What follows belongs to an exercise in optimizing a design on an open flow for small area and a short achievable clock period; a production flow would make more cautious choices. In this exercise RTL edits were held to simulation tests only and were not proved equivalent to the original. In this run the design's own scripts or RTL, not TritonCTS, make the clock network. The clock input has no modelled driver; a real chip could not lean on it and would need a root buffer or a full tree. Power is estimated from default activity; no workload was simulated.

[config.mk]
export PLATFORM = sky130hd
export DESIGN_NAME = gems_quantizer
export DESIGN_NICKNAME = gems_quantizer
export VERILOG_FILES = /design/flow/design.v
export SDC_FILE = /design/flow/constraint.sdc
export NUM_CORES = 4
export LEC_CHECK = 0
export ABC_AREA = 1
export CAP_MARGIN = 20
export CORE_MARGIN = 2
export CORE_UTILIZATION = 60
export SLEW_MARGIN = 20
[constraint.sdc]
create_clock -name core_clock -period 25.0 [get_ports {clk}]
set_input_delay 5.0000 -clock core_clock [delete_from_list [all_inputs] [get_ports {clk}]]
set_output_delay 5.0000 -clock core_clock [all_outputs]
set_load 0.01 [all_outputs]
[design.v]
module gems_quantizer (
    input  wire        clk,
    input  wire        rst,
    input  wire        in_valid,
    input  wire [13:0] fm_raw,
    input  wire [9:0]  psg_div,
    input  wire [6:0]  note_in,
    output reg         out_valid,
    output reg  [6:0]  fm_note,
    output reg  [6:0]  psg_note,
    output reg  [13:0] fm_freq
);
    reg        s1_valid;
    reg [13:0] s1_raw;
    reg [9:0]  s1_div;
    reg [6:0]  s1_note;
    always @(posedge clk) begin
        if (rst)
            s1_valid <= 1'b0;
        else
            s1_valid <= in_valid;
        s1_raw  <= fm_raw;
        s1_div  <= psg_div;
        s1_note <= note_in;
    end
    wire [6:0] fm_note_c;
    wire fm_new_n22, fm_new_n23, fm_new_n24, fm_new_n25, fm_new_n26, fm_new_n27, fm_new_n28, fm_new_n29;
    wire fm_new_n30, fm_new_n31, fm_new_n32, fm_new_n33, fm_new_n34, fm_new_n35, fm_new_n36, fm_new_n37;
    wire fm_new_n38, fm_new_n39, fm_new_n40, fm_new_n41, fm_new_n42, fm_new_n43, fm_new_n44, fm_new_n45;
    wire fm_new_n46, fm_new_n47, fm_new_n48, fm_new_n49, fm_new_n50, fm_new_n51, fm_new_n52, fm_new_n53;
    wire fm_new_n54, fm_new_n55, fm_new_n56, fm_new_n57, fm_new_n58, fm_new_n59, fm_new_n60, fm_new_n61;
    wire fm_new_n62, fm_new_n63, fm_new_n64, fm_new_n65, fm_new_n66, fm_new_n67, fm_new_n68, fm_new_n69;
    wire fm_new_n70, fm_new_n71, fm_new_n72, fm_new_n73, fm_new_n74, fm_new_n75, fm_new_n76, fm_new_n77;
    wire fm_new_n78, fm_new_n79, fm_new_n80, fm_new_n81, fm_new_n82, fm_new_n83, fm_new_n84, fm_new_n85;
    wire fm_new_n86, fm_new_n87, fm_new_n88, fm_new_n89, fm_new_n90, fm_new_n91, fm_new_n92, fm_new_n93;
    wire fm_new_n94, fm_new_n95, fm_new_n96, fm_new_n97, fm_new_n98, fm_new_n99, fm_new_n100, fm_new_n101;
    wire fm_new_n102, fm_new_n103, fm_new_n104, fm_new_n105, fm_new_n106, fm_new_n107, fm_new_n108, fm_new_n109;
    wire fm_new_n110, fm_new_n111, fm_new_n112, fm_new_n113, fm_new_n114, fm_new_n115, fm_new_n116, fm_new_n117;
    wire fm_new_n118, fm_new_n119, fm_new_n120, fm_new_n121, fm_new_n122, fm_new_n123, fm_new_n124, fm_new_n125;
    wire fm_new_n126, fm_new_n127, fm_new_n128, fm_new_n129, fm_new_n130, fm_new_n131, fm_new_n132, fm_new_n133;
    wire fm_new_n134, fm_new_n135, fm_new_n136, fm_new_n137, fm_new_n138, fm_new_n139, fm_new_n140, fm_new_n141;
    wire fm_new_n142, fm_new_n143, fm_new_n144, fm_new_n145, fm_new_n146, fm_new_n147, fm_new_n148, fm_new_n149;
    wire fm_new_n150, fm_new_n151, fm_new_n152, fm_new_n153, fm_new_n154, fm_new_n155, fm_new_n156, fm_new_n157;
    wire fm_new_n158, fm_new_n159, fm_new_n160, fm_new_n161, fm_new_n162, fm_new_n163, fm_new_n164, fm_new_n165;
    wire fm_new_n166, fm_new_n167, fm_new_n168, fm_new_n169, fm_new_n170, fm_new_n171, fm_new_n172, fm_new_n173;
    wire fm_new_n174, fm_new_n175, fm_new_n176, fm_new_n177, fm_new_n178, fm_new_n179, fm_new_n180, fm_new_n181;
    wire fm_new_n182, fm_new_n183, fm_new_n184, fm_new_n185, fm_new_n186, fm_new_n187, fm_new_n189, fm_new_n190;
    wire fm_new_n191, fm_new_n192, fm_new_n193, fm_new_n194, fm_new_n195, fm_new_n196, fm_new_n197, fm_new_n198;
    wire fm_new_n199, fm_new_n201, fm_new_n202, fm_new_n203, fm_new_n204, fm_new_n205, fm_new_n206, fm_new_n207;
    wire fm_new_n208, fm_new_n209, fm_new_n210, fm_new_n211, fm_new_n213, fm_new_n214, fm_new_n215, fm_new_n216;
    wire fm_new_n217, fm_new_n218, fm_new_n219, fm_new_n220, fm_new_n221, fm_new_n222, fm_new_n223, fm_new_n224;
    wire fm_new_n226, fm_new_n227, fm_new_n228, fm_new_n229, fm_new_n230, fm_new_n231, fm_new_n232, fm_new_n233;
    wire fm_new_n234, fm_new_n235, fm_new_n237, fm_new_n238, fm_new_n239;
    assign fm_new_n22 = ~s1_raw[9] & ~s1_raw[10];
    assign fm_new_n23 = ~s1_raw[8] & fm_new_n22;
    assign fm_new_n24 = ~s1_raw[7] & fm_new_n23;
    assign fm_new_n25 = s1_raw[6] & fm_new_n24;
    assign fm_new_n26 = ~s1_raw[10] & ~fm_new_n25;
    assign fm_new_n27 = s1_raw[5] & fm_new_n24;
    assign fm_new_n28 = ~s1_raw[9] & ~fm_new_n27;
    assign fm_new_n29 = s1_raw[4] & fm_new_n24;
    assign fm_new_n30 = ~s1_raw[8] & ~fm_new_n29;
    assign fm_new_n31 = fm_new_n28 & ~fm_new_n30;
    assign fm_new_n32 = fm_new_n26 & ~fm_new_n31;
    assign fm_new_n33 = s1_raw[3] & ~fm_new_n22;
    assign fm_new_n34 = fm_new_n26 & fm_new_n28;
    assign fm_new_n35 = ~fm_new_n24 & fm_new_n34;
    assign fm_new_n36 = s1_raw[1] & fm_new_n35;
    assign fm_new_n37 = ~fm_new_n33 & ~fm_new_n36;
    assign fm_new_n38 = ~fm_new_n32 & ~fm_new_n37;
    assign fm_new_n39 = s1_raw[2] & ~fm_new_n22;
    assign fm_new_n40 = s1_raw[0] & fm_new_n35;
    assign fm_new_n41 = ~fm_new_n39 & ~fm_new_n40;
    assign fm_new_n42 = s1_raw[0] & s1_raw[1];
    assign fm_new_n43 = s1_raw[10] & fm_new_n42;
    assign fm_new_n44 = fm_new_n41 & ~fm_new_n43;
    assign fm_new_n45 = s1_raw[1] & s1_raw[9];
    assign fm_new_n46 = fm_new_n32 & fm_new_n45;
    assign fm_new_n47 = fm_new_n44 & ~fm_new_n46;
    assign fm_new_n48 = ~fm_new_n38 & fm_new_n47;
    assign fm_new_n49 = s1_raw[2] & fm_new_n35;
    assign fm_new_n50 = ~s1_raw[4] & ~fm_new_n24;
    assign fm_new_n51 = ~s1_raw[0] & fm_new_n24;
    assign fm_new_n52 = ~fm_new_n50 & ~fm_new_n51;
    assign fm_new_n53 = ~fm_new_n34 & fm_new_n52;
    assign fm_new_n54 = ~fm_new_n49 & ~fm_new_n53;
    assign fm_new_n55 = ~fm_new_n32 & ~fm_new_n54;
    assign fm_new_n56 = fm_new_n32 & ~fm_new_n37;
    assign fm_new_n57 = ~fm_new_n55 & ~fm_new_n56;
    assign fm_new_n58 = fm_new_n48 & fm_new_n57;
    assign fm_new_n59 = ~s1_raw[6] & ~fm_new_n24;
    assign fm_new_n60 = ~s1_raw[2] & fm_new_n24;
    assign fm_new_n61 = ~fm_new_n59 & ~fm_new_n60;
    assign fm_new_n62 = ~fm_new_n34 & fm_new_n61;
    assign fm_new_n63 = fm_new_n34 & fm_new_n52;
    assign fm_new_n64 = ~fm_new_n62 & ~fm_new_n63;
    assign fm_new_n65 = ~fm_new_n32 & fm_new_n64;
    assign fm_new_n66 = s1_raw[3] & fm_new_n35;
    assign fm_new_n67 = ~s1_raw[5] & ~fm_new_n24;
    assign fm_new_n68 = ~s1_raw[1] & fm_new_n24;
    assign fm_new_n69 = ~fm_new_n67 & ~fm_new_n68;
    assign fm_new_n70 = ~fm_new_n34 & fm_new_n69;
    assign fm_new_n71 = ~fm_new_n66 & ~fm_new_n70;
    assign fm_new_n72 = fm_new_n32 & fm_new_n71;
    assign fm_new_n73 = ~fm_new_n65 & ~fm_new_n72;
    assign fm_new_n74 = ~fm_new_n32 & ~fm_new_n71;
    assign fm_new_n75 = fm_new_n32 & ~fm_new_n54;
    assign fm_new_n76 = ~fm_new_n74 & ~fm_new_n75;
    assign fm_new_n77 = fm_new_n73 & ~fm_new_n76;
    assign fm_new_n78 = ~fm_new_n58 & fm_new_n77;
    assign fm_new_n79 = s1_raw[3] & fm_new_n23;
    assign fm_new_n80 = ~s1_raw[7] & ~fm_new_n79;
    assign fm_new_n81 = ~fm_new_n34 & ~fm_new_n80;
    assign fm_new_n82 = fm_new_n34 & fm_new_n69;
    assign fm_new_n83 = ~fm_new_n81 & ~fm_new_n82;
    assign fm_new_n84 = ~fm_new_n32 & fm_new_n83;
    assign fm_new_n85 = fm_new_n32 & fm_new_n64;
    assign fm_new_n86 = ~fm_new_n84 & ~fm_new_n85;
    assign fm_new_n87 = fm_new_n78 & fm_new_n86;
    assign fm_new_n88 = fm_new_n26 & ~fm_new_n80;
    assign fm_new_n89 = fm_new_n28 & ~fm_new_n88;
    assign fm_new_n90 = ~fm_new_n32 & ~fm_new_n89;
    assign fm_new_n91 = fm_new_n34 & fm_new_n61;
    assign fm_new_n92 = ~fm_new_n30 & ~fm_new_n34;
    assign fm_new_n93 = ~fm_new_n91 & ~fm_new_n92;
    assign fm_new_n94 = fm_new_n32 & ~fm_new_n93;
    assign fm_new_n95 = ~fm_new_n90 & ~fm_new_n94;
    assign fm_new_n96 = fm_new_n32 & fm_new_n83;
    assign fm_new_n97 = ~fm_new_n32 & fm_new_n93;
    assign fm_new_n98 = ~fm_new_n96 & ~fm_new_n97;
    assign fm_new_n99 = fm_new_n95 & ~fm_new_n98;
    assign fm_new_n100 = ~fm_new_n87 & fm_new_n99;
    assign fm_new_n101 = ~s1_raw[11] & fm_new_n32;
    assign fm_new_n102 = fm_new_n100 & fm_new_n101;
    assign fm_new_n103 = s1_raw[12] & ~fm_new_n34;
    assign fm_new_n104 = fm_new_n102 & ~fm_new_n103;
    assign fm_new_n105 = s1_raw[11] & ~fm_new_n32;
    assign fm_new_n106 = ~fm_new_n100 & fm_new_n105;
    assign fm_new_n107 = ~s1_raw[12] & fm_new_n34;
    assign fm_new_n108 = ~fm_new_n106 & fm_new_n107;
    assign fm_new_n109 = fm_new_n32 & fm_new_n89;
    assign fm_new_n110 = ~fm_new_n108 & ~fm_new_n109;
    assign fm_new_n111 = ~fm_new_n104 & fm_new_n110;
    assign fm_new_n112 = ~s1_raw[13] & fm_new_n24;
    assign fm_new_n113 = fm_new_n111 & ~fm_new_n112;
    assign fm_new_n114 = s1_raw[11] & s1_raw[12];
    assign fm_new_n115 = ~fm_new_n26 & fm_new_n114;
    assign fm_new_n116 = ~fm_new_n100 & fm_new_n115;
    assign fm_new_n117 = s1_raw[13] & ~fm_new_n24;
    assign fm_new_n118 = ~fm_new_n116 & ~fm_new_n117;
    assign fm_new_n119 = ~fm_new_n113 & fm_new_n118;
    assign fm_new_n120 = ~fm_new_n86 & fm_new_n95;
    assign fm_new_n121 = s1_raw[0] & ~s1_raw[10];
    assign fm_new_n122 = fm_new_n45 & fm_new_n121;
    assign fm_new_n123 = s1_raw[2] & s1_raw[10];
    assign fm_new_n124 = ~s1_raw[0] & ~s1_raw[1];
    assign fm_new_n125 = fm_new_n123 & ~fm_new_n124;
    assign fm_new_n126 = ~fm_new_n122 & ~fm_new_n125;
    assign fm_new_n127 = fm_new_n32 & ~fm_new_n41;
    assign fm_new_n128 = ~fm_new_n38 & ~fm_new_n127;
    assign fm_new_n129 = ~fm_new_n57 & ~fm_new_n128;
    assign fm_new_n130 = ~fm_new_n126 & fm_new_n129;
    assign fm_new_n131 = fm_new_n77 & fm_new_n130;
    assign fm_new_n132 = fm_new_n120 & ~fm_new_n131;
    assign fm_new_n133 = ~fm_new_n123 & fm_new_n124;
    assign fm_new_n134 = fm_new_n22 & ~fm_new_n42;
    assign fm_new_n135 = ~fm_new_n133 & ~fm_new_n134;
    assign fm_new_n136 = ~fm_new_n128 & fm_new_n135;
    assign fm_new_n137 = fm_new_n57 & ~fm_new_n136;
    assign fm_new_n138 = ~fm_new_n76 & ~fm_new_n137;
    assign fm_new_n139 = s1_raw[1] & fm_new_n123;
    assign fm_new_n140 = ~fm_new_n122 & ~fm_new_n139;
    assign fm_new_n141 = fm_new_n57 & fm_new_n140;
    assign fm_new_n142 = fm_new_n138 & ~fm_new_n141;
    assign fm_new_n143 = ~fm_new_n73 & ~fm_new_n142;
    assign fm_new_n144 = fm_new_n132 & ~fm_new_n143;
    assign fm_new_n145 = fm_new_n86 & fm_new_n135;
    assign fm_new_n146 = fm_new_n48 & ~fm_new_n145;
    assign fm_new_n147 = ~fm_new_n57 & fm_new_n73;
    assign fm_new_n148 = ~fm_new_n146 & fm_new_n147;
    assign fm_new_n149 = ~fm_new_n77 & ~fm_new_n148;
    assign fm_new_n150 = fm_new_n86 & ~fm_new_n95;
    assign fm_new_n151 = ~fm_new_n120 & ~fm_new_n150;
    assign fm_new_n152 = ~fm_new_n149 & fm_new_n151;
    assign fm_new_n153 = ~fm_new_n58 & fm_new_n73;
    assign fm_new_n154 = ~fm_new_n77 & fm_new_n150;
    assign fm_new_n155 = ~fm_new_n153 & fm_new_n154;
    assign fm_new_n156 = fm_new_n98 & ~fm_new_n155;
    assign fm_new_n157 = ~fm_new_n152 & fm_new_n156;
    assign fm_new_n158 = ~fm_new_n144 & fm_new_n157;
    assign fm_new_n159 = ~fm_new_n73 & fm_new_n76;
    assign fm_new_n160 = ~fm_new_n130 & fm_new_n159;
    assign fm_new_n161 = ~fm_new_n78 & ~fm_new_n160;
    assign fm_new_n162 = ~fm_new_n95 & ~fm_new_n138;
    assign fm_new_n163 = fm_new_n76 & fm_new_n128;
    assign fm_new_n164 = fm_new_n141 & fm_new_n163;
    assign fm_new_n165 = fm_new_n162 & ~fm_new_n164;
    assign fm_new_n166 = ~fm_new_n161 & ~fm_new_n165;
    assign fm_new_n167 = ~fm_new_n32 & ~fm_new_n44;
    assign fm_new_n168 = ~fm_new_n45 & ~fm_new_n167;
    assign fm_new_n169 = fm_new_n73 & fm_new_n129;
    assign fm_new_n170 = ~fm_new_n168 & fm_new_n169;
    assign fm_new_n171 = ~fm_new_n77 & ~fm_new_n170;
    assign fm_new_n172 = fm_new_n95 & fm_new_n171;
    assign fm_new_n173 = ~fm_new_n86 & ~fm_new_n172;
    assign fm_new_n174 = ~fm_new_n166 & ~fm_new_n173;
    assign fm_new_n175 = ~fm_new_n73 & ~fm_new_n86;
    assign fm_new_n176 = fm_new_n162 & fm_new_n175;
    assign fm_new_n177 = ~fm_new_n98 & ~fm_new_n176;
    assign fm_new_n178 = ~fm_new_n174 & fm_new_n177;
    assign fm_new_n179 = ~fm_new_n158 & ~fm_new_n178;
    assign fm_new_n180 = fm_new_n119 & fm_new_n179;
    assign fm_new_n181 = fm_new_n116 & fm_new_n117;
    assign fm_new_n182 = s1_raw[1] & s1_raw[2];
    assign fm_new_n183 = s1_raw[13] & fm_new_n182;
    assign fm_new_n184 = fm_new_n114 & fm_new_n183;
    assign fm_new_n185 = fm_new_n109 & fm_new_n184;
    assign fm_new_n186 = ~fm_new_n181 & ~fm_new_n185;
    assign fm_new_n187 = ~fm_new_n179 & fm_new_n186;
    assign fm_note_c[0] = ~fm_new_n180 & ~fm_new_n187;
    assign fm_new_n189 = fm_new_n150 & fm_new_n156;
    assign fm_new_n190 = fm_new_n98 & ~fm_new_n132;
    assign fm_new_n191 = fm_new_n77 & fm_new_n150;
    assign fm_new_n192 = ~fm_new_n137 & fm_new_n191;
    assign fm_new_n193 = ~fm_new_n190 & ~fm_new_n192;
    assign fm_new_n194 = ~fm_new_n189 & ~fm_new_n193;
    assign fm_new_n195 = ~fm_new_n86 & fm_new_n171;
    assign fm_new_n196 = fm_new_n100 & ~fm_new_n195;
    assign fm_new_n197 = ~fm_new_n176 & ~fm_new_n196;
    assign fm_new_n198 = ~fm_new_n194 & fm_new_n197;
    assign fm_new_n199 = ~fm_new_n119 & ~fm_new_n198;
    assign fm_note_c[1] = ~fm_new_n186 | fm_new_n199;
    assign fm_new_n201 = s1_raw[0] & ~fm_new_n186;
    assign fm_new_n202 = fm_new_n119 & ~fm_new_n201;
    assign fm_new_n203 = ~fm_new_n98 & fm_new_n176;
    assign fm_new_n204 = ~fm_new_n95 & ~fm_new_n203;
    assign fm_new_n205 = ~fm_new_n189 & fm_new_n204;
    assign fm_new_n206 = ~fm_new_n100 & ~fm_new_n205;
    assign fm_new_n207 = ~fm_new_n101 & ~fm_new_n105;
    assign fm_new_n208 = ~fm_new_n206 & ~fm_new_n207;
    assign fm_new_n209 = fm_new_n206 & fm_new_n207;
    assign fm_new_n210 = fm_new_n186 & ~fm_new_n209;
    assign fm_new_n211 = ~fm_new_n208 & fm_new_n210;
    assign fm_note_c[2] = ~fm_new_n202 & ~fm_new_n211;
    assign fm_new_n213 = ~fm_new_n103 & ~fm_new_n107;
    assign fm_new_n214 = ~fm_new_n102 & ~fm_new_n106;
    assign fm_new_n215 = ~fm_new_n213 & fm_new_n214;
    assign fm_new_n216 = fm_new_n213 & ~fm_new_n214;
    assign fm_new_n217 = ~fm_new_n215 & ~fm_new_n216;
    assign fm_new_n218 = ~fm_new_n181 & fm_new_n217;
    assign fm_new_n219 = ~fm_new_n204 & fm_new_n207;
    assign fm_new_n220 = fm_new_n189 & ~fm_new_n207;
    assign fm_new_n221 = ~fm_new_n219 & ~fm_new_n220;
    assign fm_new_n222 = fm_new_n218 & fm_new_n221;
    assign fm_new_n223 = ~fm_new_n217 & ~fm_new_n221;
    assign fm_new_n224 = ~fm_new_n119 & ~fm_new_n223;
    assign fm_note_c[3] = ~fm_new_n222 & fm_new_n224;
    assign fm_new_n226 = fm_new_n101 & fm_new_n213;
    assign fm_new_n227 = ~fm_new_n101 & ~fm_new_n213;
    assign fm_new_n228 = ~fm_new_n226 & ~fm_new_n227;
    assign fm_new_n229 = fm_new_n221 & fm_new_n228;
    assign fm_new_n230 = fm_new_n111 & fm_new_n117;
    assign fm_new_n231 = ~fm_new_n112 & fm_new_n116;
    assign fm_new_n232 = ~fm_new_n230 & ~fm_new_n231;
    assign fm_new_n233 = ~fm_new_n119 & fm_new_n232;
    assign fm_new_n234 = fm_new_n229 & ~fm_new_n233;
    assign fm_new_n235 = ~fm_new_n229 & fm_new_n232;
    assign fm_note_c[4] = ~fm_new_n234 & ~fm_new_n235;
    assign fm_new_n237 = ~fm_new_n218 & ~fm_new_n233;
    assign fm_new_n238 = ~fm_new_n229 & ~fm_new_n237;
    assign fm_new_n239 = fm_new_n217 & fm_new_n232;
    assign fm_note_c[5] = fm_new_n238 & ~fm_new_n239;
    assign fm_note_c[6] = fm_new_n230 & ~fm_new_n238;
    wire [5:0] ps_k;
    wire ps_new_n17, ps_new_n18, ps_new_n19, ps_new_n20, ps_new_n21, ps_new_n22, ps_new_n23, ps_new_n24;
    wire ps_new_n25, ps_new_n26, ps_new_n27, ps_new_n28, ps_new_n29, ps_new_n30, ps_new_n31, ps_new_n32;
    wire ps_new_n33, ps_new_n34, ps_new_n35, ps_new_n36, ps_new_n37, ps_new_n38, ps_new_n39, ps_new_n40;
    wire ps_new_n41, ps_new_n42, ps_new_n43, ps_new_n44, ps_new_n45, ps_new_n46, ps_new_n47, ps_new_n48;
    wire ps_new_n49, ps_new_n50, ps_new_n51, ps_new_n52, ps_new_n53, ps_new_n54, ps_new_n55, ps_new_n56;
    wire ps_new_n57, ps_new_n58, ps_new_n59, ps_new_n60, ps_new_n61, ps_new_n62, ps_new_n63, ps_new_n64;
    wire ps_new_n65, ps_new_n66, ps_new_n67, ps_new_n68, ps_new_n69, ps_new_n70, ps_new_n71, ps_new_n72;
    wire ps_new_n73, ps_new_n74, ps_new_n75, ps_new_n76, ps_new_n77, ps_new_n78, ps_new_n79, ps_new_n80;
    wire ps_new_n81, ps_new_n82, ps_new_n83, ps_new_n84, ps_new_n85, ps_new_n86, ps_new_n87, ps_new_n88;
    wire ps_new_n89, ps_new_n90, ps_new_n91, ps_new_n92, ps_new_n93, ps_new_n94, ps_new_n95, ps_new_n96;
    wire ps_new_n97, ps_new_n98, ps_new_n99, ps_new_n100, ps_new_n101, ps_new_n102, ps_new_n103, ps_new_n104;
    wire ps_new_n105, ps_new_n106, ps_new_n107, ps_new_n108, ps_new_n109, ps_new_n110, ps_new_n111, ps_new_n112;
    wire ps_new_n113, ps_new_n114, ps_new_n115, ps_new_n116, ps_new_n117, ps_new_n118, ps_new_n119, ps_new_n120;
    wire ps_new_n121, ps_new_n122, ps_new_n123, ps_new_n124, ps_new_n125, ps_new_n126, ps_new_n127, ps_new_n128;
    wire ps_new_n129, ps_new_n130, ps_new_n131, ps_new_n132, ps_new_n133, ps_new_n134, ps_new_n135, ps_new_n136;
    wire ps_new_n137, ps_new_n138, ps_new_n139, ps_new_n140, ps_new_n141, ps_new_n142, ps_new_n143, ps_new_n144;
    wire ps_new_n145, ps_new_n146, ps_new_n147, ps_new_n148, ps_new_n149, ps_new_n150, ps_new_n151, ps_new_n152;
    wire ps_new_n153, ps_new_n154, ps_new_n155, ps_new_n156, ps_new_n157, ps_new_n158, ps_new_n159, ps_new_n160;
    wire ps_new_n161, ps_new_n162, ps_new_n163, ps_new_n164, ps_new_n165, ps_new_n166, ps_new_n167, ps_new_n168;
    wire ps_new_n169, ps_new_n171, ps_new_n172, ps_new_n173, ps_new_n174, ps_new_n175, ps_new_n176, ps_new_n177;
    wire ps_new_n178, ps_new_n179, ps_new_n180, ps_new_n181, ps_new_n182, ps_new_n183, ps_new_n184, ps_new_n185;
    wire ps_new_n186, ps_new_n187, ps_new_n188, ps_new_n189, ps_new_n190, ps_new_n191, ps_new_n192, ps_new_n193;
    wire ps_new_n194, ps_new_n195, ps_new_n196, ps_new_n197, ps_new_n198, ps_new_n199, ps_new_n200, ps_new_n201;
    wire ps_new_n202, ps_new_n203, ps_new_n204, ps_new_n205, ps_new_n206, ps_new_n207, ps_new_n208, ps_new_n209;
    wire ps_new_n210, ps_new_n211, ps_new_n212, ps_new_n213, ps_new_n214, ps_new_n215, ps_new_n216, ps_new_n217;
    wire ps_new_n218, ps_new_n219, ps_new_n220, ps_new_n221, ps_new_n222, ps_new_n223, ps_new_n224, ps_new_n225;
    wire ps_new_n226, ps_new_n228, ps_new_n229, ps_new_n230, ps_new_n231, ps_new_n232, ps_new_n233, ps_new_n234;
    wire ps_new_n235, ps_new_n236, ps_new_n237, ps_new_n238, ps_new_n240, ps_new_n241, ps_new_n242, ps_new_n244;
    wire ps_new_n245;
    assign ps_new_n17 = ~s1_div[8] & s1_div[9];
    assign ps_new_n18 = s1_div[0] & s1_div[1];
    assign ps_new_n19 = ~s1_div[6] & ~ps_new_n18;
    assign ps_new_n20 = s1_div[3] & ~ps_new_n19;
    assign ps_new_n21 = s1_div[2] & s1_div[3];
    assign ps_new_n22 = ~ps_new_n20 & ~ps_new_n21;
    assign ps_new_n23 = ~s1_div[6] & ~ps_new_n22;
    assign ps_new_n24 = ~s1_div[4] & s1_div[5];
    assign ps_new_n25 = ~s1_div[0] & ~s1_div[1];
    assign ps_new_n26 = ~s1_div[2] & ps_new_n25;
    assign ps_new_n27 = s1_div[3] & ~ps_new_n26;
    assign ps_new_n28 = s1_div[1] & s1_div[2];
    assign ps_new_n29 = s1_div[0] & ps_new_n28;
    assign ps_new_n30 = s1_div[4] & s1_div[6];
    assign ps_new_n31 = ~ps_new_n29 & ps_new_n30;
    assign ps_new_n32 = ~ps_new_n27 & ~ps_new_n31;
    assign ps_new_n33 = s1_div[5] & s1_div[6];
    assign ps_new_n34 = ~s1_div[5] & ~s1_div[6];
    assign ps_new_n35 = ~ps_new_n33 & ~ps_new_n34;
    assign ps_new_n36 = s1_div[4] & ~s1_div[5];
    assign ps_new_n37 = s1_div[2] & ~ps_new_n36;
    assign ps_new_n38 = ~ps_new_n19 & ps_new_n37;
    assign ps_new_n39 = ps_new_n35 & ~ps_new_n38;
    assign ps_new_n40 = ~s1_div[3] & ps_new_n39;
    assign ps_new_n41 = ~s1_div[1] & s1_div[6];
    assign ps_new_n42 = ps_new_n21 & ~ps_new_n41;
    assign ps_new_n43 = ps_new_n24 & ~ps_new_n42;
    assign ps_new_n44 = ~s1_div[2] & ~s1_div[3];
    assign ps_new_n45 = ~ps_new_n18 & ps_new_n44;
    assign ps_new_n46 = ps_new_n43 & ~ps_new_n45;
    assign ps_new_n47 = ps_new_n40 & ~ps_new_n46;
    assign ps_new_n48 = ~s1_div[4] & s1_div[6];
    assign ps_new_n49 = s1_div[4] & ~s1_div[6];
    assign ps_new_n50 = ~ps_new_n48 & ~ps_new_n49;
    assign ps_new_n51 = s1_div[1] & ~ps_new_n50;
    assign ps_new_n52 = s1_div[4] & ps_new_n33;
    assign ps_new_n53 = ~ps_new_n51 & ~ps_new_n52;
    assign ps_new_n54 = ~s1_div[0] & ps_new_n36;
    assign ps_new_n55 = ps_new_n21 & ~ps_new_n54;
    assign ps_new_n56 = ~ps_new_n53 & ps_new_n55;
    assign ps_new_n57 = ~s1_div[7] & ~ps_new_n56;
    assign ps_new_n58 = s1_div[2] & ~ps_new_n25;
    assign ps_new_n59 = ~s1_div[3] & ~ps_new_n58;
    assign ps_new_n60 = ps_new_n48 & ps_new_n59;
    assign ps_new_n61 = ~ps_new_n46 & ~ps_new_n60;
    assign ps_new_n62 = ~ps_new_n40 & ~ps_new_n61;
    assign ps_new_n63 = ps_new_n57 & ~ps_new_n62;
    assign ps_new_n64 = ~ps_new_n47 & ps_new_n63;
    assign ps_new_n65 = ps_new_n32 & ~ps_new_n64;
    assign ps_new_n66 = ~ps_new_n24 & ~ps_new_n65;
    assign ps_new_n67 = ps_new_n23 & ps_new_n66;
    assign ps_new_n68 = s1_div[7] & ~ps_new_n67;
    assign ps_new_n69 = s1_div[3] & ps_new_n29;
    assign ps_new_n70 = ~s1_div[4] & ~ps_new_n69;
    assign ps_new_n71 = s1_div[5] & ~ps_new_n70;
    assign ps_new_n72 = ps_new_n23 & ~ps_new_n66;
    assign ps_new_n73 = ~ps_new_n71 & ~ps_new_n72;
    assign ps_new_n74 = ~ps_new_n68 & ~ps_new_n73;
    assign ps_new_n75 = ~ps_new_n44 & ps_new_n49;
    assign ps_new_n76 = ~s1_div[5] & ~ps_new_n75;
    assign ps_new_n77 = ~ps_new_n60 & ~ps_new_n76;
    assign ps_new_n78 = s1_div[7] & ~ps_new_n77;
    assign ps_new_n79 = ~s1_div[4] & ~ps_new_n21;
    assign ps_new_n80 = ps_new_n76 & ps_new_n79;
    assign ps_new_n81 = ~ps_new_n78 & ~ps_new_n80;
    assign ps_new_n82 = ~ps_new_n74 & ps_new_n81;
    assign ps_new_n83 = ps_new_n17 & ~ps_new_n82;
    assign ps_new_n84 = ps_new_n21 & ps_new_n30;
    assign ps_new_n85 = ~ps_new_n23 & ~ps_new_n84;
    assign ps_new_n86 = ps_new_n76 & ~ps_new_n85;
    assign ps_new_n87 = ~ps_new_n21 & ~ps_new_n48;
    assign ps_new_n88 = ~ps_new_n45 & ps_new_n87;
    assign ps_new_n89 = ~s1_div[5] & ~ps_new_n88;
    assign ps_new_n90 = s1_div[7] & ~ps_new_n89;
    assign ps_new_n91 = ~s1_div[7] & ~ps_new_n88;
    assign ps_new_n92 = ps_new_n40 & ~ps_new_n91;
    assign ps_new_n93 = ~ps_new_n90 & ~ps_new_n92;
    assign ps_new_n94 = s1_div[3] & ps_new_n50;
    assign ps_new_n95 = ~ps_new_n32 & ~ps_new_n94;
    assign ps_new_n96 = s1_div[5] & ~ps_new_n95;
    assign ps_new_n97 = ~ps_new_n93 & ~ps_new_n96;
    assign ps_new_n98 = ~ps_new_n86 & ps_new_n97;
    assign ps_new_n99 = ~s1_div[2] & ps_new_n41;
    assign ps_new_n100 = ps_new_n48 & ~ps_new_n99;
    assign ps_new_n101 = ~s1_div[5] & ~ps_new_n100;
    assign ps_new_n102 = ~s1_div[5] & ps_new_n59;
    assign ps_new_n103 = ps_new_n25 & ps_new_n44;
    assign ps_new_n104 = ~s1_div[2] & ~ps_new_n103;
    assign ps_new_n105 = s1_div[4] & ps_new_n19;
    assign ps_new_n106 = ~ps_new_n104 & ps_new_n105;
    assign ps_new_n107 = ~ps_new_n20 & ~ps_new_n106;
    assign ps_new_n108 = ~ps_new_n102 & ps_new_n107;
    assign ps_new_n109 = ~ps_new_n101 & ~ps_new_n108;
    assign ps_new_n110 = ps_new_n19 & ~ps_new_n25;
    assign ps_new_n111 = ~ps_new_n99 & ~ps_new_n110;
    assign ps_new_n112 = ps_new_n43 & ~ps_new_n111;
    assign ps_new_n113 = ~s1_div[4] & ~ps_new_n44;
    assign ps_new_n114 = ~ps_new_n21 & ~ps_new_n113;
    assign ps_new_n115 = ~ps_new_n50 & ps_new_n114;
    assign ps_new_n116 = s1_div[4] & ps_new_n58;
    assign ps_new_n117 = ~ps_new_n115 & ps_new_n116;
    assign ps_new_n118 = ~ps_new_n112 & ~ps_new_n117;
    assign ps_new_n119 = ~ps_new_n109 & ps_new_n118;
    assign ps_new_n120 = ps_new_n57 & ~ps_new_n119;
    assign ps_new_n121 = ~s1_div[6] & ~ps_new_n71;
    assign ps_new_n122 = s1_div[5] & s1_div[7];
    assign ps_new_n123 = ~ps_new_n59 & ps_new_n122;
    assign ps_new_n124 = ps_new_n121 & ps_new_n123;
    assign ps_new_n125 = ~s1_div[9] & ~ps_new_n124;
    assign ps_new_n126 = ~ps_new_n120 & ps_new_n125;
    assign ps_new_n127 = ~ps_new_n98 & ps_new_n126;
    assign ps_new_n128 = ~ps_new_n39 & ~ps_new_n96;
    assign ps_new_n129 = ~s1_div[6] & ~ps_new_n128;
    assign ps_new_n130 = s1_div[4] & ~ps_new_n103;
    assign ps_new_n131 = ~ps_new_n35 & ps_new_n130;
    assign ps_new_n132 = ~s1_div[7] & s1_div[9];
    assign ps_new_n133 = ~ps_new_n131 & ps_new_n132;
    assign ps_new_n134 = ~ps_new_n129 & ps_new_n133;
    assign ps_new_n135 = ps_new_n59 & ps_new_n121;
    assign ps_new_n136 = ~ps_new_n25 & ps_new_n84;
    assign ps_new_n137 = s1_div[7] & s1_div[9];
    assign ps_new_n138 = ~ps_new_n136 & ps_new_n137;
    assign ps_new_n139 = ps_new_n35 & ps_new_n138;
    assign ps_new_n140 = ~ps_new_n135 & ps_new_n139;
    assign ps_new_n141 = s1_div[8] & ~ps_new_n140;
    assign ps_new_n142 = ~ps_new_n134 & ps_new_n141;
    assign ps_new_n143 = ~ps_new_n127 & ~ps_new_n142;
    assign ps_new_n144 = ~ps_new_n83 & ps_new_n143;
    assign ps_new_n145 = ~s1_div[6] & ~ps_new_n66;
    assign ps_new_n146 = ~ps_new_n61 & ps_new_n122;
    assign ps_new_n147 = ~s1_div[5] & ~s1_div[7];
    assign ps_new_n148 = ps_new_n30 & ~ps_new_n122;
    assign ps_new_n149 = ~ps_new_n45 & ps_new_n148;
    assign ps_new_n150 = ~ps_new_n147 & ~ps_new_n149;
    assign ps_new_n151 = ~ps_new_n146 & ps_new_n150;
    assign ps_new_n152 = ~ps_new_n145 & ps_new_n151;
    assign ps_new_n153 = ~s1_div[1] & ps_new_n33;
    assign ps_new_n154 = ~s1_div[7] & ~ps_new_n153;
    assign ps_new_n155 = ps_new_n115 & ~ps_new_n154;
    assign ps_new_n156 = s1_div[4] & ~ps_new_n59;
    assign ps_new_n157 = ~ps_new_n155 & ~ps_new_n156;
    assign ps_new_n158 = ps_new_n121 & ~ps_new_n157;
    assign ps_new_n159 = ps_new_n36 & ps_new_n42;
    assign ps_new_n160 = s1_div[3] & ~ps_new_n99;
    assign ps_new_n161 = ~s1_div[6] & ps_new_n28;
    assign ps_new_n162 = ~s1_div[4] & ~ps_new_n161;
    assign ps_new_n163 = ~ps_new_n160 & ps_new_n162;
    assign ps_new_n164 = ~ps_new_n159 & ~ps_new_n163;
    assign ps_new_n165 = ~s1_div[7] & ~ps_new_n164;
    assign ps_new_n166 = s1_div[8] & ~s1_div[9];
    assign ps_new_n167 = ~ps_new_n165 & ps_new_n166;
    assign ps_new_n168 = ~ps_new_n158 & ps_new_n167;
    assign ps_new_n169 = ~ps_new_n152 & ps_new_n168;
    assign ps_k[0] = ~ps_new_n144 & ~ps_new_n169;
    assign ps_new_n171 = ~s1_div[6] & ~ps_new_n156;
    assign ps_new_n172 = ps_new_n66 & ps_new_n171;
    assign ps_new_n173 = ps_new_n166 & ~ps_new_n172;
    assign ps_new_n174 = ~ps_new_n35 & ~ps_k[0];
    assign ps_new_n175 = ps_new_n35 & ~ps_new_n145;
    assign ps_new_n176 = ~s1_div[7] & ~ps_new_n175;
    assign ps_new_n177 = s1_div[7] & ps_new_n175;
    assign ps_new_n178 = ~ps_new_n176 & ~ps_new_n177;
    assign ps_new_n179 = ~ps_new_n174 & ps_new_n178;
    assign ps_new_n180 = ps_new_n173 & ~ps_new_n179;
    assign ps_new_n181 = ~s1_div[7] & ps_new_n30;
    assign ps_new_n182 = ps_k[0] & ps_new_n181;
    assign ps_new_n183 = ~s1_div[6] & ~ps_new_n74;
    assign ps_new_n184 = ps_new_n134 & ps_new_n183;
    assign ps_new_n185 = s1_div[8] & ~ps_new_n184;
    assign ps_new_n186 = ps_new_n17 & ps_new_n183;
    assign ps_new_n187 = ~ps_new_n185 & ~ps_new_n186;
    assign ps_new_n188 = s1_div[8] & ~ps_new_n33;
    assign ps_new_n189 = ps_new_n138 & ps_new_n188;
    assign ps_new_n190 = ~s1_div[7] & ~s1_div[9];
    assign ps_new_n191 = ps_new_n33 & ps_new_n190;
    assign ps_new_n192 = ~ps_new_n189 & ~ps_new_n191;
    assign ps_new_n193 = ~ps_new_n187 & ps_new_n192;
    assign ps_new_n194 = ~ps_new_n182 & ps_new_n193;
    assign ps_new_n195 = ~s1_div[9] & ~ps_new_n155;
    assign ps_new_n196 = ~ps_new_n86 & ps_new_n195;
    assign ps_new_n197 = ~ps_new_n64 & ps_new_n196;
    assign ps_new_n198 = ~s1_div[5] & ps_new_n50;
    assign ps_new_n199 = ps_new_n197 & ps_new_n198;
    assign ps_new_n200 = s1_div[7] & ~ps_new_n48;
    assign ps_new_n201 = ~ps_new_n71 & ps_new_n200;
    assign ps_new_n202 = ~ps_new_n33 & ~ps_new_n201;
    assign ps_new_n203 = ~s1_div[9] & ~ps_new_n202;
    assign ps_new_n204 = ~s1_div[7] & ~ps_new_n34;
    assign ps_new_n205 = ~ps_new_n203 & ~ps_new_n204;
    assign ps_new_n206 = s1_div[4] & ~ps_new_n33;
    assign ps_new_n207 = ~ps_new_n40 & ps_new_n206;
    assign ps_new_n208 = ps_new_n61 & ps_new_n190;
    assign ps_new_n209 = ~ps_new_n207 & ps_new_n208;
    assign ps_new_n210 = ~ps_new_n205 & ~ps_new_n209;
    assign ps_new_n211 = ~ps_new_n199 & ps_new_n210;
    assign ps_new_n212 = ~s1_div[5] & ps_new_n60;
    assign ps_new_n213 = s1_div[6] & ~ps_new_n212;
    assign ps_new_n214 = ~s1_div[7] & ~ps_new_n213;
    assign ps_new_n215 = s1_div[7] & ~ps_new_n121;
    assign ps_new_n216 = ~s1_div[8] & ~ps_new_n215;
    assign ps_new_n217 = ~ps_new_n214 & ps_new_n216;
    assign ps_new_n218 = ps_new_n71 & ps_new_n217;
    assign ps_new_n219 = ps_new_n211 & ps_new_n218;
    assign ps_new_n220 = ps_new_n33 & ~ps_new_n57;
    assign ps_new_n221 = ~ps_new_n71 & ~ps_new_n220;
    assign ps_new_n222 = ~ps_new_n98 & ps_new_n130;
    assign ps_new_n223 = ~ps_new_n221 & ~ps_new_n222;
    assign ps_new_n224 = ps_new_n197 & ~ps_new_n223;
    assign ps_new_n225 = ~ps_new_n219 & ~ps_new_n224;
    assign ps_new_n226 = ~ps_new_n194 & ps_new_n225;
    assign ps_k[1] = ps_new_n180 | ps_new_n226;
    assign ps_new_n228 = ps_new_n187 & ~ps_new_n211;
    assign ps_new_n229 = s1_div[8] & ps_new_n145;
    assign ps_new_n230 = ps_new_n215 & ~ps_new_n229;
    assign ps_new_n231 = ~s1_div[9] & ps_new_n230;
    assign ps_new_n232 = s1_div[7] & ~ps_new_n231;
    assign ps_new_n233 = ~s1_div[5] & ~ps_new_n60;
    assign ps_new_n234 = ~ps_new_n43 & ~ps_new_n233;
    assign ps_new_n235 = ps_new_n190 & ~ps_new_n234;
    assign ps_new_n236 = ~ps_new_n173 & ps_new_n235;
    assign ps_new_n237 = ~ps_new_n232 & ~ps_new_n236;
    assign ps_new_n238 = ps_new_n194 & ps_new_n237;
    assign ps_k[2] = ps_new_n228 | ps_new_n238;
    assign ps_new_n240 = ~s1_div[7] & ps_new_n17;
    assign ps_new_n241 = ~ps_new_n236 & ~ps_new_n240;
    assign ps_new_n242 = ~ps_new_n231 & ps_new_n241;
    assign ps_k[3] = ps_new_n186 | ~ps_new_n242;
    assign ps_new_n244 = s1_div[8] & ps_new_n230;
    assign ps_new_n245 = ~s1_div[9] & ~ps_new_n217;
    assign ps_k[4] = ~ps_new_n244 & ps_new_n245;
    assign ps_k[5] = ~s1_div[9] & ps_new_n216;
    wire [13:0] fm_freq_c;
    wire ff_new_n22, ff_new_n23, ff_new_n24, ff_new_n26, ff_new_n27, ff_new_n28, ff_new_n29, ff_new_n30;
    wire ff_new_n31, ff_new_n32, ff_new_n34, ff_new_n35, ff_new_n36, ff_new_n37, ff_new_n38, ff_new_n39;
    wire ff_new_n41, ff_new_n42, ff_new_n43, ff_new_n44, ff_new_n45, ff_new_n46, ff_new_n47, ff_new_n48;
    wire ff_new_n49, ff_new_n50, ff_new_n51, ff_new_n53, ff_new_n58, ff_new_n59, ff_new_n60, ff_new_n62;
    wire ff_new_n63, ff_new_n65, ff_new_n66, ff_new_n68;
    assign ff_new_n22 = s1_note[6] & ~s1_note[5];
    assign ff_new_n23 = ~s1_note[6] & s1_note[5];
    assign ff_new_n24 = s1_note[4] & ff_new_n23;
    assign fm_freq_c[13] = ff_new_n22 | ff_new_n24;
    assign ff_new_n26 = ~s1_note[4] & ff_new_n23;
    assign ff_new_n27 = s1_note[4] & ff_new_n22;
    assign ff_new_n28 = ~ff_new_n26 & ~ff_new_n27;
    assign ff_new_n29 = ~s1_note[4] & ff_new_n22;
    assign ff_new_n30 = s1_note[4] & ~fm_freq_c[13];
    assign ff_new_n31 = ~ff_new_n29 & ~ff_new_n30;
    assign ff_new_n32 = s1_note[3] & ~ff_new_n31;
    assign fm_freq_c[12] = ~ff_new_n28 | ff_new_n32;
    assign ff_new_n34 = s1_note[3] & ~ff_new_n28;
    assign ff_new_n35 = ~s1_note[3] & ~ff_new_n31;
    assign ff_new_n36 = ~ff_new_n34 & ~ff_new_n35;
    assign ff_new_n37 = ~s1_note[3] & ff_new_n28;
    assign ff_new_n38 = ff_new_n31 & ~ff_new_n37;
    assign ff_new_n39 = s1_note[2] & ff_new_n38;
    assign fm_freq_c[11] = ~ff_new_n36 | ff_new_n39;
    assign ff_new_n41 = ~ff_new_n34 & ff_new_n38;
    assign ff_new_n42 = ~s1_note[2] & ~ff_new_n41;
    assign ff_new_n43 = s1_note[2] & ff_new_n36;
    assign ff_new_n44 = ~ff_new_n42 & ~ff_new_n43;
    assign ff_new_n45 = ~ff_new_n39 & ~ff_new_n42;
    assign ff_new_n46 = ff_new_n36 & ~ff_new_n45;
    assign ff_new_n47 = s1_note[0] & ~ff_new_n46;
    assign ff_new_n48 = ~ff_new_n44 & ~ff_new_n46;
    assign ff_new_n49 = ~s1_note[0] & ~ff_new_n48;
    assign ff_new_n50 = s1_note[1] & ~ff_new_n49;
    assign ff_new_n51 = ~s1_note[1] & ff_new_n49;
    assign fm_freq_c[2] = ff_new_n50 | ff_new_n51;
    assign ff_new_n53 = ~s1_note[0] & ~fm_freq_c[2];
    assign fm_freq_c[0] = ff_new_n47 | ff_new_n53;
    assign fm_freq_c[10] = ff_new_n44 & fm_freq_c[0];
    assign fm_freq_c[8] = ~ff_new_n46 & ~fm_freq_c[10];
    assign fm_freq_c[7] = ff_new_n46 | fm_freq_c[2];
    assign ff_new_n58 = ~s1_note[1] & ff_new_n47;
    assign ff_new_n59 = s1_note[1] & ff_new_n46;
    assign ff_new_n60 = ~ff_new_n44 & ~ff_new_n59;
    assign fm_freq_c[4] = ff_new_n58 | ~ff_new_n60;
    assign ff_new_n62 = ~ff_new_n47 & fm_freq_c[4];
    assign ff_new_n63 = s1_note[0] & ff_new_n48;
    assign fm_freq_c[6] = ff_new_n62 | ff_new_n63;
    assign ff_new_n65 = ~s1_note[0] & ff_new_n46;
    assign ff_new_n66 = ff_new_n48 & ~ff_new_n53;
    assign fm_freq_c[5] = ~ff_new_n65 & ~ff_new_n66;
    assign ff_new_n68 = ff_new_n47 & ~fm_freq_c[4];
    assign fm_freq_c[3] = ~ff_new_n65 & ~ff_new_n68;
    assign fm_freq_c[1] = ff_new_n59 | fm_freq_c[3];
    assign fm_freq_c[9] = ~fm_freq_c[10];
    always @(posedge clk) begin
        if (rst)
            out_valid <= 1'b0;
        else
            out_valid <= s1_valid;
        fm_note  <= fm_note_c;
        psg_note <= {ps_k[5], ~ps_k[5], ps_k[4:0]};
        fm_freq  <= fm_freq_c;
    end
endmodule
[flow/run.sh]
#!/bin/bash
# Standard ORFS layout (the standard.sh) with these changes to how the
# layout is made:
#  - after the standard synthesis, its combinational logic is re-mapped to
#    standard cells with an area-oriented ABC script (flow/remap.ys,
#    flow/remap.abc: area mapping, then sizing to a delay target); the
#    flip-flops stay as the standard synthesis made them;
#  - the port buffers use a small plain buffer instead of the delay buffer
#    the resizer picks by default;
#  - the clock reaches the flip-flops through four clock buffers in
#    parallel, which flow/clockbuf.tcl inserts before CTS and
#    flow/post_cts.tcl connects straight to the clock port after it,
#    instead of a two-level tree.
# Each tool's output goes to a log file of its own in this folder.
set -euo pipefail
R=$PWD/orfs/results/$FLOW_PLATFORM/gems_quantizer/base
export BUFFER_PORTS_ARGS="-buffer_cell sky130_fd_sc_hd__buf_1"
export CTS_ARGS="-sink_clustering_enable -repair_clock_nets -dont_use_dummy_load -clk_nets clk"
export PRE_CTS_TCL=$PWD/flow/clockbuf.tcl
export POST_CTS_TCL=$PWD/flow/post_cts.tcl

bash standard.sh $R/1_2_yosys.v > log_std_synth.log 2>&1

mkdir -p remap
LIB=$FLOW_HOME/platforms/$FLOW_PLATFORM/lib/sky130_fd_sc_hd__tt_025C_1v80.lib
cp $LIB remap/full.lib
python3 flow/libsplit.py $LIB remap/map.lib remap/comb.lib > log_libsplit.log 2>&1
cp $R/1_2_yosys.v remap/1_2_yosys.std.v
${YOSYS_EXE:-$FLOW_HOME/../tools/install/yosys/bin/yosys} -s flow/remap.ys > log_remap_yosys.log 2>&1
cp remap/1_2_yosys.v $R/1_2_yosys.v
touch $R/1_2_yosys.v

bash standard.sh > log_std_layout.log 2>&1
[flow/clockbuf.tcl]
# PRE_CTS hook: drive the clock sinks from four clock buffers, one per
# quadrant of the sinks (split at the median x, then each half at its median
# y), each placed at its group's centroid; the clock port feeds only these
# buffers. CTS then runs on the port net alone, finds no tree to build, and
# the CTS step's own timing repair and legalisation follow as usual.
set cell sky130_fd_sc_hd__clkbuf_8
set block [ord::get_db_block]
set master [[ord::get_db] findMaster $cell]
set clk [$block findNet clk]
set sinks {}
foreach it [$clk getITerms] {
  set loc [[$it getInst] getLocation]
  lappend sinks [list [lindex $loc 0] [lindex $loc 1] $it]
}
proc halves {l idx} {
  set l [lsort -integer -index $idx $l]
  set h [expr {[llength $l] / 2}]
  return [list [lrange $l 0 [expr {$h - 1}]] [lrange $l $h end]]
}
set groups {}
foreach half [halves $sinks 0] {
  foreach q [halves $half 1] {
    lappend groups $q
  }
}
set g 0
foreach grp $groups {
  set buf [odb::dbInst_create $block $master clkbuf_root_$g]
  set net [odb::dbNet_create $block clknet_root_$g]
  set xs 0
  set ys 0
  foreach s $grp {
    set xs [expr {$xs + [lindex $s 0]}]
    set ys [expr {$ys + [lindex $s 1]}]
    set it [lindex $s 2]
    $it disconnect
    $it connect $net
  }
  set m [llength $grp]
  [$buf findITerm A] connect $clk
  [$buf findITerm X] connect $net
  $net setSigType CLOCK
  $buf setLocation [expr {$xs / $m}] [expr {$ys / $m}]
  $buf setPlacementStatus PLACED
  puts "clockbuf: buffer $g drives $m clock sinks"
  incr g
}
[flow/libsplit.py]
#!/usr/bin/env python3
"""Split the platform liberty file for the re-mapping step.

usage: libsplit.py LIB OUT_MAP OUT_COMB
OUT_MAP : the library without the platform's don't-use cells (lpflow, probe),
          which ABC maps to.
OUT_COMB: only the combinational cells of OUT_MAP, which Yosys reads as logic
          so that the standard synthesis netlist can be flattened back to gates.
"""
import re, sys

src = open(sys.argv[1]).read()
pat = re.compile(r'\n\s*cell\s*\(\s*"?([A-Za-z0-9_]+)"?\s*\)\s*\{')
head = None
idx = 0
keep, comb = [], []
while True:
    m = pat.search(src, idx)
    if not m:
        tail = src[idx:]
        break
    if head is None:
        head = src[:m.start()]
    j = m.end()
    depth = 1
    while depth:
        c = src[j]
        if c == '{':
            depth += 1
        elif c == '}':
            depth -= 1
        j += 1
    name = m.group(1)
    body = src[m.start():j]
    idx = j
    if 'lpflow' in name or 'probe' in name:
        continue
    keep.append(body)
    if not re.search(r'\b(ff|latch|statetable)\s*\(', body):
        comb.append(body)
open(sys.argv[2], 'w').write(head + ''.join(keep) + tail)
open(sys.argv[3], 'w').write(head + ''.join(comb) + '\n}\n')
[flow/post_cts.tcl]
# POST_CTS hook: CTS was given only the clock port's net, which then drives
# the four buffers of flow/clockbuf.tcl, and may have put a small tree of
# its own above them. Connect those four buffers straight to the clock port
# and remove the tree's buffers, which then drive nothing.
set block [ord::get_db_block]
set clk [$block findNet clk]
set mine {}
foreach inst [$block getInsts] {
  if {[string match clkbuf_root_* [$inst getName]]} {
    lappend mine $inst
  }
}
foreach inst $mine {
  set a [$inst findITerm A]
  set old [$a getNet]
  if {$old ne "NULL" && [$old getName] ne "clk"} {
    $a disconnect
    $a connect $clk
  }
}
set removed 1
set nremoved 0
while {$removed} {
  set removed 0
  foreach inst [$block getInsts] {
    set m [$inst getMaster]
    if {![string match sky130_fd_sc_hd__clkbuf_* [$m getName]]} { continue }
    if {[lsearch -exact $mine $inst] >= 0} { continue }
    set out [$inst findITerm X]
    set net [$out getNet]
    set loads 0
    if {$net ne "NULL"} {
      foreach it [$net getITerms] {
        if {[$it isInputSignal]} { incr loads }
      }
      incr loads [llength [$net getBTerms]]
    }
    if {$loads == 0} {
      foreach it [$inst getITerms] { $it disconnect }
      odb::dbInst_destroy $inst
      if {$net ne "NULL" && [llength [$net getITerms]] == 0 && [llength [$net getBTerms]] == 0} {
        odb::dbNet_destroy $net
      }
      set removed 1
      incr nremoved
    }
  }
}
puts "post_cts: removed $nremoved clock tree buffers above the clock buffers"
[flow/remap.abc]
strash
dc2
dch -f
amap
topo
upsize -D 3800
dnsize -D 3800
topo
[flow/remap.ys]
# Re-map the combinational logic of the standard synthesis netlist with an
# area-oriented ABC script. The flip-flops (cells of the liberty read with
# -lib) are kept as they are, with their names and cell types; the other
# cells are read as their logic function and flattened.
read_liberty -lib remap/full.lib
read_liberty -overwrite remap/comb.lib
read_verilog remap/1_2_yosys.std.v
hierarchy -top gems_quantizer
rename -hide gems_quantizer/c:* gems_quantizer/t:*__df* %d
flatten
opt
abc -liberty remap/map.lib -script flow/remap.abc
splitnets
opt_clean -purge
hilomap -singleton -hicell sky130_fd_sc_hd__conb_1 HI -locell sky130_fd_sc_hd__conb_1 LO
insbuf -buf sky130_fd_sc_hd__buf_4 A X
tee -o remap/stat.txt stat -liberty remap/full.lib
write_verilog -noattr -noexpr -nohex -nodec remap/1_2_yosys.v
design -reset
read_liberty -lib remap/full.lib
read_verilog remap/1_2_yosys.v
hierarchy -top gems_quantizer
check -assert -mapped
[standard.sh]
#!/bin/bash
# synth_recipe.tcl (not shown) runs the flow's synth.tcl, then flattens the netlist and writes it again
# the make line also repeats each setting of config.mk as NAME=value (left out here)
make -C /OpenROAD-flow-scripts/flow DESIGN_CONFIG=/design/flow/config.mk WORK_HOME=/design/flow/orfs CLKGATE_MAP_FILE= SYNTH_SCRIPT=/design/flow/synth_recipe.tcl "${@:-finish}"
==> results.sh <==
export IMPL_status="finished clean"
export IMPL_cpPeakStageDelay_ps=330
export IMPL_grt_ovfl_total=0
export IMPL_setup_viol=0
export IMPL_tightest_slew_ps=773
export IMPL_drc_errors=0
export IMPL_end_kind="output port"
export IMPL_worstPathCellList="buf_1"
export IMPL_mappedNetlistNets=443
export IMPL_antenna_found_initial=0
export IMPL_reg2reg_to="fm_note[5]$_DFF_P_"
export IMPL_reg2regPathDepth=21
export IMPL_vias_per_cell=5.85
export IMPL_routed_wl_mm=7.31
export IMPL_power_frac_clock=0.188
export IMPL_totalPowerFinal_uw=205
export IMPL_layout_drive_gt1_share=0.0105
export IMPL_powerDensity_nw_per_um2=61.5
export IMPL_period_minus_slack_ps=5650
export IMPL_hold_class="register to register"
export IMPL_wl_met1_mm=3.15
export IMPL_firstDrtPassIters=6
export IMPL_io_pins=63
export IMPL_fin_crit_sh=0.226
export IMPL_maxSlewViolCount=0
export IMPL_nNetsFinal=511
export IMPL_syn_inst=409
export IMPL_path_buf_inv=1
export IMPL_peakVddDrop_v=0.0000569
export IMPL_initialDrtViolationCount=452
export IMPL_clkTransAtPathRegs_ps=80
export IMPL_setup_worst_path_class="register to output port"
export IMPL_cp_slowest_cell="dfxtp_1"
export IMPL_slew_headroom=0.485
export IMPL_row_count=25
export IMPL_r2r_slack_ps=20040
export IMPL_leakagePower_nw=1.20
export IMPL_syn_to_final_growth_pct=12.6
export IMPL_rsz0062_at_grt="false"
export IMPL_hp_start="s1_valid$_SDFF_PP0_"
export IMPL_gp_congestion=1.01
export IMPL_core_area_um2=4720
export IMPL_postSynthAreaPerCell_um2=7.22
export IMPL_fillers=383
export IMPL_die_h_um=74.2
export IMPL_p_int_uw=141
export IMPL_tns_ps=0
export IMPL_fp_dieArea_um2=5500
export IMPL_p_seq_frac=0.550
export IMPL_grt_max_degree=17
export IMPL_fin_skew_ps=17.8
export IMPL_switching_share=0.311
export IMPL_ant_nets=0
export IMPL_p_comb_frac=0.262
export IMPL_finalHoldViolations=0
export IMPL_cp_max_fo=1
export IMPL_grt_pass1_vias=2687
export IMPL_vias=3172
export IMPL_max_freq_mhz=177
export IMPL_crit_family="flip-flops"
export IMPL_required_ps=20000
export IMPL_synth_area_um2=2950
export IMPL_port_buffers=62
export IMPL_cp_start_kind="register"
export IMPL_whs_endpoint="out_valid$_SDFF_PP0_"
export IMPL_power_switching_uw=63.6
export IMPL_wl_per_cell_um=13.5
export IMPL_grt_pass1_wl_mm=11.7
export IMPL_diodes=0
export IMPL_routed_top_layer="met4"
export IMPL_insertion_delay_ps=160
export IMPL_fp_dieW_um=74.2
export IMPL_route_met2_wl_mm=3.23
export IMPL_dpl_hpwl_mm=5.59
export IMPL_wl_met3_um=730
export IMPL_hold_depth=1
export IMPL_worstPathArrival_ps=650
export IMPL_drv_cap=0
export IMPL_floorplan_initialDensity=0.625
export IMPL_gr_usage_all_layers=0.266
export IMPL_timing_rr_start="s1_raw[10]$_DFF_P_"
export IMPL_yosysWarnings=1
layout make-up:
cell class,instances,area (um2),area share
Multi-Input combinational cell,292,1520,0.458
Sequential cell,61,1220,0.367
Timing Repair Buffer,62,233,0.0700
Inverter,56,210,0.0632
Tap cell,67,83.8,0.0252
Buffer,4,55.1,0.0166
per-stage QoR:
| stage | worst slack, ps | hold WS, ps | instances | cell area (um2) | utilization |
|---|---|---|---|---|---|
| global route | 19310 | 470 | 542 | 3330 | 0.704 |
| floorplan | 19670 | 414 | 409 | 2950 | - |
| detailed placement | 19540 | 448 | 538 | 3270 | 0.692 |
| finish | 19350 | 455 | 542 | 3330 | 0.704 |
| global placement | 19550 | 419 | 538 | 3270 | 0.692 |
cells in the final DEF, fill, tap and decap left out, drive strengths merged, types with 6 or more instances in the layout:
cell type and instances:
nor3 15, a31oi 12, a21oi 21, or2 7, o22ai 15, clkinv 56
buf 62, dfxtp 61, o21a 6, nor2 95, o21ai 31, nand2 29
flip-flops by register name (all words and copies together) (netlist names):
| name | count |
|---|---|
| psg_note | 7 |
| out_valid | 1 |
| s1_valid | 1 |
| fm_note | 7 |
| s1_raw | 14 |
| s1_div | 10 |
| fm_freq | 14 |
| s1_note | 7 |
power groups by stage:
| stage | clock network, mW | logic, mW | registers (mW) |
|---|---|---|---|
| 6_report | 0.0385 | 0.0535 | 0.112 |
| 5_1_grt | 0.0426 | 0.0598 | 0.114 |
| 3_5_place_dp | 0 | 0.0522 | 0.114 |
| 3_3_place_gp | 0 | 0.0512 | 0.114 |
| 2_1_floorplan | 0 | 0.0337 | 0.117 |
how the worst max path moves through the flow:
stage                     slack, ps           startpoint  depth (start not counted)          end
final                         19350   fm_freq[1]$_DFF_P_                          1   fm_freq[1]
after global routing          19310  psg_note[6]$_DFF_P_                          1  psg_note[6]
after floorplan               19670   fm_freq[0]$_DFF_P_                          0   fm_freq[0]
after detailed placement      19540   fm_freq[0]$_DFF_P_                          1   fm_freq[0]
after global placement        19550   fm_freq[9]$_DFF_P_                          1   fm_freq[9]
worst reg2reg max path: cells and delay by family, from the launching register on:
family | cells | cell delay, ps
buffers and inverters | 3 | 770
AO/OA/AOI/OAI | 9 | 1970
flip-flops | 1 | 350
AND/OR/NAND/NOR | 9 | 1850
routing by layer:
metal | up-vias | global-route usage
met5 | - | 0
met4 | 0 | 0.0788
met3 | 28 | 0.0461
met2 | 209 | 0.431
met1 | 1345 | 0.365
li1 | 1590 | -

port drivers added, routing unchanged:
The flow's constraints put no driver on any port. The routed layout listed below was extracted and timed again, unchanged, in two steps.
Step 1 (the two cells are an assumption about what drives the block):
set clk [get_ports {clk}]
set_driving_cell -lib_cell sky130_fd_sc_hd__clkbuf_16 $clk
set_driving_cell -lib_cell sky130_fd_sc_hd__buf_2 [delete_from_list [all_inputs] $clk]
Step 2, shift: input delay + t, output delay - t, t = (earliest + latest rising clock arrival at the registers) / 2. This alone moves slack from input paths to output paths.
Three values: ideal ports, drivers, drivers and shift; two values: the first two.
t, ns: 0.200
slack for setup (ns): 19.354 / 19.304 / 19.504
clock arrival spread, ns: 0.018 / 0.019
worst data-port slew with drivers (ns): 0.04
After both steps this run still meets setup and hold. For this run, drivers alone change the setup slack by -0.050 ns; drivers and shift together by +0.150 ns.
